Source: an optimization exercise on an open RTL-to-GDS flow (aim: small area). Production flows keep margins and buffers that such runs may drop. Function was checked by simulation only, so behaviour that the tests miss may differ from the original. No activity file was given, so power comes from the tool's default toggle rates.

## ptd
module ptd (
    input  wire        clk,
    input  wire        rst,           
    input  wire [7:0]  reg_addr,      
    input  wire        reg_we,
    input  wire [31:0] reg_wdata,
    output reg  [31:0] reg_rdata,
    input  wire [31:0] rom_size,
    input  wire [31:0] pix_size,
    input  wire [31:0] pkd_size,
    output reg         rom_req,
    output reg  [31:0] rom_addr,
    input  wire        rom_ack,
    input  wire [7:0]  rom_rdata,
    output reg         pix_req,
    output reg         pix_we,
    output reg  [31:0] pix_addr,
    output reg  [7:0]  pix_wdata,
    input  wire        pix_ack,
    input  wire [7:0]  pix_rdata,
    output reg         pkd_req,
    output reg  [31:0] pkd_addr,
    output reg  [7:0]  pkd_wdata,
    input  wire        pkd_ack,
    output wire        busy
);
    localparam [3:0] F_ADDRRANGE  = 4'd1,
                     F_ILLEGAL    = 4'd2,
                     F_ROMBOUNDS  = 4'd3,
                     F_GEOMETRY   = 4'd4,
                     F_PIXBOUNDS  = 4'd5,
                     F_PKDBOUNDS  = 4'd6,
                     F_PIXELRANGE = 4'd7,
                     F_IDUNDER    = 4'd8;
    localparam [2:0] OP_DTILE = 3'd2, OP_PACK = 3'd3, OP_COMPOSE = 3'd4,
                     OP_ASSEMBLE = 3'd5;
    localparam [4:0] S_IDLE = 5'd0,
                     S_G1A  = 5'd1,    
                     S_G1B  = 5'd2,    
                     S_GH   = 5'd30,   
                     S_PB0  = 5'd3,    
                     S_PB1  = 5'd4,    
                     S_FPB  = 5'd5,    
                     S_POST = 5'd6,    
                     S_KB0  = 5'd7,    
                     S_KB1  = 5'd8,    
                     S_FPK  = 5'd9,    
                     S_P0   = 5'd10,   
                     S_PRD  = 5'd11,   
                     S_PWR  = 5'd12,   
                     S_PRE1 = 5'd13,   
                     S_PRE2 = 5'd14,   
                     S_PE0  = 5'd15,   
                     S_PE1  = 5'd16,   
                     S_TSET = 5'd17,   
                     S_AMAP = 5'd18,
  ...
Settings: LEC_CHECK=0, ABC_AREA=1, CAP_MARGIN=20, CORE_MARGIN=2, CORE_UTILIZATION=50, PLACE_DENSITY=0.6, SLEW_MARGIN=20; clock period 12.0 ns.
standard.sh (not shown) runs the stock make flow with config.mk's settings and CLKGATE_MAP_FILE= SYNTH_SCRIPT=/design/flow/synth_recipe.tcl, a recipe that flattens the netlist after the stock synthesis.
==> flow/flow/run.sh <==
#!/bin/bash
# Own layout flow: the standard flow, with the standard synthesis's combinational
# logic re-mapped by ABC for area (its registers, names and cells kept as they are),
# and the port buffers made with the smallest buffer cell.
set -euo pipefail
W=$PWD
R=$W/orfs/results/$FLOW_PLATFORM/ptd/base
export BUFFER_PORTS_ARGS="-buffer_cell sky130_fd_sc_hd__buf_1"
export CTS_ARGS="-sink_clustering_enable -repair_clock_nets -dont_use_dummy_load -sink_clustering_size 25 -sink_clustering_max_diameter 60 -buf_list sky130_fd_sc_hd__clkbuf_16"

# 1. standard synthesis
bash standard.sh synth > $W/flow_synth.log 2>&1

# 2. re-map the combinational logic, keeping every flip-flop instance
cp $R/1_2_yosys.v $W/std_netlist.v
LIB=$(ls $FLOW_HOME/platforms/$FLOW_PLATFORM/lib/sky130_fd_sc_hd__tt_025C_1v80.lib)
sed -e "s#@LIB@#$LIB#g" -e "s#@IN@#$W/std_netlist.v#g" -e "s#@OUT@#$W/remap.v#g" \
    -e "s#@ABC@#$W/flow/area.abc#g" $W/flow/remap.ys > $W/remap_run.ys
yosys -s $W/remap_run.ys > $W/flow_remap.log 2>&1
cp $W/remap.v $R/1_2_yosys.v
rm -f $R/1_synth.odb $R/1_synth.sdc
bash standard.sh synth > $W/flow_synth2.log 2>&1

# 3. the rest of the standard flow
bash standard.sh ${RUN_TARGET:-finish} > $W/flow_finish.log 2>&1
Other scripts of this flow, unchanged in this note and not shown: flow/flow/area.abc, flow/flow/remap.ys
Change:
--- a/flow/flow/run.sh
+++ b/flow/flow/run.sh
@@ -7,5 +7,5 @@
 R=$W/orfs/results/$FLOW_PLATFORM/ptd/base
 export BUFFER_PORTS_ARGS="-buffer_cell sky130_fd_sc_hd__buf_1"
-export CTS_ARGS="-sink_clustering_enable -repair_clock_nets -dont_use_dummy_load -sink_clustering_size 25 -sink_clustering_max_diameter 60 -buf_list sky130_fd_sc_hd__clkbuf_16"
+export CTS_ARGS="-sink_clustering_enable -repair_clock_nets -dont_use_dummy_load -sink_clustering_size 30 -sink_clustering_max_diameter 70 -buf_list sky130_fd_sc_hd__clkbuf_16"
 
 # 1. standard synthesis
Settings changed: CORE_UTILIZATION 50 to 55, PLACE_DENSITY 0.6 to 0.65.
What happened: The changed run finished with timing, DRC and antenna clean; power came out lower by 2.8%; clock skew came out lower by 0.013 ns; cell count came out lower by 2.7%; routed wire length came out lower by 3.8%; global-route usage came out higher by 3.4 points; via count came out higher by 0.77%; synthesized area stays the same.

-- afterwards: timing with drivers on the ports --
The results above use ideal ports. As a check the final layouts listed here were re-extracted and re-timed, cells and wires unchanged.
Step 1 assumes that a clkbuf_16 drives the clock port and a buf_2 every other input.
Step 2 times the ports against the registers' clock, not the clock port: input delays grow and output delays shrink by t, the midpoint of the rising clock arrivals with the driver on.
a / b / c = ideal ports / drivers / drivers and shift; a / b = the first two.
run	shift t [ns]	slack for setup (ns)	clock arrival spread, ns	worst register clock-pin slew, ns
the first run	0.647	0.456 / 0.392 / 1.040	0.110 / 0.109	0.09 / 0.09
the second run	0.641	0.400 / 0.337 / 0.978	0.096 / 0.096	0.11 / 0.11
After both steps setup and hold are still met in every run listed.
